Background: an optimization exercise with open tools, aiming at small area, a short achievable clock period and few clock cycles. Do not read the settings as production practice.
The RTL was checked by simulation tests, not by an equivalence proof against the original design.
Power and IR drop assume default switching activity.

the reference run:
==> flow/design.v (excerpt) <==
module stcp_compress (
    input  wire       clk,
    input  wire       rst,           
    input  wire       cmd_valid,
    output wire       cmd_ready,
    input  wire [1:0] cmd_op,        
    input  wire [1:0] cmd_plane,
    input  wire [1:0] cmd_mode,      
    input  wire [5:0] cmd_len,
    input  wire       in_valid,
    output reg        in_ready,
    input  wire [7:0] in_data,
    output wire       out_valid,
    input  wire       out_ready,
    output wire [7:0] out_data,
    output wire       res_valid,
    output wire [2:0] res_kind,
    output wire [5:0] res_len,
    output wire [7:0] res_dsize,
    output wire [7:0] res_psize,
    output wire       res_degraded,
    output wire       res_err,
    output wire       act_method
);
    localparam K_NONE = 3'd0, K_REPEAT = 3'd1, K_ALLZERO = 3'd2, K_DELTA = 3'd3,
               K_PACK = 3'd4, K_NOGAIN = 3'd5;
    localparam FD = 7;               
    integer k, jj;
    reg  [4:0]   ph;
    reg  [255:0] ring0, ring1, ring2;
    reg  [5:0]   zcnt;               
    wire         zact = (zcnt != 6'd0);
    reg          act;                
    reg       cq_v, cq_row;
    reg [1:0] cq_op, cq_plane, cq_mode;
    reg [5:0] cq_len;
    assign cmd_ready = ~cq_v;
    reg       a_v, a_started;
    reg [1:0] a_plane, a_mode;
    reg [5:0] a_len, a_acc;
    reg [7:0] q0d, q1d;
    reg       q0v, q0f, q0l, q1v, q1f, q1l;
    reg        p_v, p_row, p_done;
    reg  [1:0] p_plane, p_mode;
    reg  [5:0] p_len;
    reg        all_eq, all_zero;
    reg  [5:0] dlen;                 
    reg  [5:0] doff;
    reg  [3:0] drun;
    reg  [5:0] plen;
    reg  [7:0] pval;
    reg  [1:0] pseg;                 
  ...
Size in the first run: roughly 2900 cells after synthesis, roughly 1200 flip-flops, roughly 65 I/O pins, about 36000 um^2 of cells after synthesis.
clock: 8.5 ns
lec_check: 0
cap_margin: 20
core_margin: 2
core_utilization: 75
cts_cluster_diameter: 100
cts_cluster_size: 30
setup_slack_margin: 5
slew_margin: 20
run.sh (not shown) runs the stock make flow with config.mk's settings and CLKGATE_MAP_FILE= SYNTH_SCRIPT=/design/flow/synth_recipe.tcl, a recipe that flattens the netlist after the stock synthesis.
Testbench counts of the reference run, summed over its fixed seeds: cycles 123,060.
Modified inputs, the trial run compared to the reference run
- changing CORE_UTILIZATION from 75 to 65
==> flow/flow/run.sh (new file) <==
#!/bin/bash
set -euo pipefail
sed 's/SETUP_SLACK_MARGIN=[^ ]*/SETUP_SLACK_MARGIN=5.4/' standard.sh > standard_m.sh
bash standard_m.sh > flow_make.log 2>&1
==> flow/standard.sh (new file) <==
#!/bin/bash
# synth_recipe.tcl (not shown) runs the flow's synth.tcl, then flattens the netlist and writes it again
# the make line also repeats each setting of config.mk as NAME=value (left out here)
make -C /OpenROAD-flow-scripts/flow DESIGN_CONFIG=/design/flow/config.mk WORK_HOME=/design/flow/orfs CLKGATE_MAP_FILE= SYNTH_SCRIPT=/design/flow/synth_recipe.tcl "${@:-finish}"
removed: flow/run.sh
--- outcome ---
The trial run: full flow OK, the timing, DRC and antenna checks passed
There was hardly any difference in hold slack between the trial run and the reference run.
The trial run vs. the reference run: required arrival time at the worst endpoint went down by 0.02 ns.
Comparing the trial run and the reference run, the higher highest fanout seen on the critical path was measured on the trial run.
On leakage power total: between the trial run and the reference run, it ends up higher for the trial run.
The trial run: number of fillers in the final layout 1159 above the reference run
Going from the reference run to the trial run, max-capacitance violation count saw little to no change; post-synthesis to final-layout area growth saw an increase.
Share of total power in the clock network delta for the trial run relative to the reference run: 0.2 points higher
Higher number of cells traversed by the worst register-to-register path goes to the trial run over the reference run.
Of the trial run and the reference run, the higher highest attainable clock frequency belongs to the trial run.

========
stcp_compress, a different RTL version from the one above (not shown whole).
Size: ~2900 cells after synthesis, ~65 I/O pins, about 36000 um2 of cells after synthesis.
==> flow/config.mk <==
export PLATFORM = sky130hd
export DESIGN_NAME = stcp_compress
export DESIGN_NICKNAME = stcp_compress
export VERILOG_FILES = /design/flow/design.v
export SDC_FILE = /design/flow/constraint.sdc
export NUM_CORES = 4
export LEC_CHECK = 0
export CAP_MARGIN = 20
export CORE_MARGIN = 2
export CORE_UTILIZATION = 65
export CTS_CLUSTER_DIAMETER = 100
export CTS_CLUSTER_SIZE = 25
export SETUP_SLACK_MARGIN = 5
export SLEW_MARGIN = 20
==> flow/constraint.sdc <==
create_clock -name core_clock -period 8.5 [get_ports {clk}]
set_input_delay 1.7000 -clock core_clock [delete_from_list [all_inputs] [get_ports {clk}]]
set_output_delay 1.7000 -clock core_clock [all_outputs]
set_load 0.01 [all_outputs]
Stock flow here: none of the scripts above is used.
Testbench counts at the start, summed over its fixed seeds: cycles 123,060.
Next try:
==> flow/flow/run.sh (new file) <==
#!/bin/bash
set -euo pipefail
sed 's/SETUP_SLACK_MARGIN=[^ ]*/SETUP_SLACK_MARGIN=5.5/' standard.sh > standard_m.sh
bash standard_m.sh > flow_make.log 2>&1
==> flow/standard.sh (new file) <==
#!/bin/bash
# synth_recipe.tcl (not shown) runs the flow's synth.tcl, then flattens the netlist and writes it again
# the make line also repeats each setting of config.mk as NAME=value (left out here)
make -C /OpenROAD-flow-scripts/flow DESIGN_CONFIG=/design/flow/config.mk WORK_HOME=/design/flow/orfs CLKGATE_MAP_FILE= SYNTH_SCRIPT=/design/flow/synth_recipe.tcl "${@:-finish}"
removed: flow/run.sh
What happened: Flip-flop and latch count is unchanged; maximum frequency is higher by 13%; final area is higher by about 4%; core utilization is higher by 2.9 points; wire length is higher by 10%; total power is higher by 1.5%; worst setup slack improved by 0.41 ns; area after synthesis is unchanged; sequential share of layout area is lower by 2.6 points; clock skew barely changes.
Next try:
==> flow/flow/run.sh (replaced) <==
#!/bin/bash
set -euo pipefail
sed 's/SETUP_SLACK_MARGIN=[^ ]*/SETUP_SLACK_MARGIN=5.4/' standard.sh > standard_m.sh
bash standard_m.sh > flow_make.log 2>&1
The new run finished with timing, DRC and antenna clean.
Global-route usage went down by 1.2 points.
Die area is unchanged.
Area after synthesis stays the same.
Power went down slightly.
Critical path depth is unchanged.
Wire length went down by roughly a tenth.
Maximum frequency went down slightly.
Cell area went down by a few percent.

========
stcp_compress, a different RTL version from the one above (not shown whole).
Size in the first run: ~2,900 cells after synthesis, about 1,200 flip-flops, roughly 36,000 sq um of cells after synthesis.
## stcp_compress
module stcp_compress (
    input  wire       clk,
    input  wire       rst,           
    input  wire       cmd_valid,
    output wire       cmd_ready,
    input  wire [1:0] cmd_op,        
    input  wire [1:0] cmd_plane,
    input  wire [1:0] cmd_mode,      
    input  wire [5:0] cmd_len,
    input  wire       in_valid,
    output reg        in_ready,
    input  wire [7:0] in_data,
    output wire       out_valid,
    input  wire       out_ready,
    output wire [7:0] out_data,
    output wire       res_valid,
    output wire [2:0] res_kind,
    output wire [5:0] res_len,
    output wire [7:0] res_dsize,
    output wire [7:0] res_psize,
    output wire       res_degraded,
    output wire       res_err,
    output wire       act_method
);
==> flow/config.mk <==
export PLATFORM = sky130hd
export DESIGN_NAME = stcp_compress
export DESIGN_NICKNAME = stcp_compress
export VERILOG_FILES = /design/flow/design.v
export SDC_FILE = /design/flow/constraint.sdc
export NUM_CORES = 4
export LEC_CHECK = 0
export CAP_MARGIN = 20
export CORE_MARGIN = 2
export CORE_UTILIZATION = 65
export SETUP_SLACK_MARGIN = 5
export SLEW_MARGIN = 20
==> flow/constraint.sdc <==
create_clock -name core_clock -period 8.5 [get_ports {clk}]
set_input_delay 1.7000 -clock core_clock [delete_from_list [all_inputs] [get_ports {clk}]]
set_output_delay 1.7000 -clock core_clock [all_outputs]
set_load 0.01 [all_outputs]
Stock flow here: none of the scripts above is used.
The starting point finished clean.
Testbench counts at the start, summed over its fixed seeds: cycles 123,060.
Edit:
==> flow/flow/run.sh (new file) <==
#!/bin/bash
set -euo pipefail
sed 's/SETUP_SLACK_MARGIN=[^ ]*/SETUP_SLACK_MARGIN=5.3/' standard.sh > standard_m.sh
bash standard_m.sh > flow_make.log 2>&1
==> flow/standard.sh (new file) <==
#!/bin/bash
# synth_recipe.tcl (not shown) runs the flow's synth.tcl, then flattens the netlist and writes it again
# the make line also repeats each setting of config.mk as NAME=value (left out here)
make -C /OpenROAD-flow-scripts/flow DESIGN_CONFIG=/design/flow/config.mk WORK_HOME=/design/flow/orfs CLKGATE_MAP_FILE= SYNTH_SCRIPT=/design/flow/synth_recipe.tcl "${@:-finish}"
removed: flow/run.sh
Result: Core utilization rises by 2.7 points; clock-buffer cell count went up by 7; worst hold slack barely changes; sequential share of layout area went down by 2.1 points; worst setup slack gets worse by 0.012 ns; wire length is higher by 13%.
Edit:
==> flow/run.sh (new file) <==
#!/bin/bash
# synth_recipe.tcl (not shown) runs the flow's synth.tcl, then flattens the netlist and writes it again
# the make line also repeats each setting of config.mk as NAME=value (left out here)
make -C /OpenROAD-flow-scripts/flow DESIGN_CONFIG=/design/flow/config.mk WORK_HOME=/design/flow/orfs CLKGATE_MAP_FILE= SYNTH_SCRIPT=/design/flow/synth_recipe.tcl finish
- ABC_AREA: not set -> 1
removed: flow/flow/run.sh
removed: flow/standard.sh
Effect: The changed run produced a clean layout; power drops by a few percent; worst setup slack is worse by 0.030 ns; utilization decreases by 2.3 points.
Edit:
- ABC_AREA: 1 -> not set
- CTS_CLUSTER_DIAMETER: not set -> 100
- CTS_CLUSTER_SIZE: not set -> 30
Outcome:
- final area goes down by about 5%
- clock skew falls by 0.015 ns
- core utilization shrinks by 4.5 points
- via count went down by about 8%

-- port drivers added, routing unchanged --
Ports are ideal in the flow. The routed layouts listed here were re-timed in OpenROAD. Step 1 sets driving cells, clkbuf_16 on the clock port and buf_2 on the other inputs (assumed; they add their load-dependent delay and slew). Step 2 times the ports against the registers' clock, not the clock port: input delays grow and output delays shrink by t, the midpoint of the rising clock arrivals with the driver on. Three values: no drivers, after step 1, after step 2; two values: the first two.
| run | t (ns) | setup slack, ns | hold slack, ns | pins driven straight from the clock port |
|---|---|---|---|---|
| the reference run | 0.680 | 5.026 / 5.026 / 4.507 | 0.324 / 0.324 / 0.324 | 1 |
| the trial run | 0.669 | 5.375 / 5.363 / 4.866 | 0.323 / 0.323 / 0.323 | 1 |
| the first run of note 2 | 0.691 | 5.028 / 4.964 / 4.434 | 0.303 / 0.303 / 0.303 | 1 |
| the second run of note 2 | 0.710 | 5.438 / 5.378 / 4.849 | 0.309 / 0.309 / 0.309 | 1 |
| the third run of note 2 | 0.700 | 5.422 / 5.357 / 4.833 | 0.315 / 0.315 / 0.315 | 1 |
| the first run of note 3 | 0.724 | 5.070 / 5.032 / 4.493 | 0.294 / 0.294 / 0.294 | 1 |
| the second run of note 3 | 0.736 | 5.058 / 5.058 / 4.589 | 0.291 / 0.291 / 0.291 | 1 |
| the third run of note 3 | 0.713 | 5.028 / 4.979 / 4.416 | 0.290 / 0.290 / 0.290 | 1 |
| the fourth run of note 3 | 0.692 | 5.103 / 5.038 / 4.528 | 0.310 / 0.310 / 0.310 | 1 |
After both steps setup and hold are still met in every run listed. The setup slack of the third run of note 3, which loses most, moves by -0.049 ns with the drivers and by -0.612 ns with both steps.
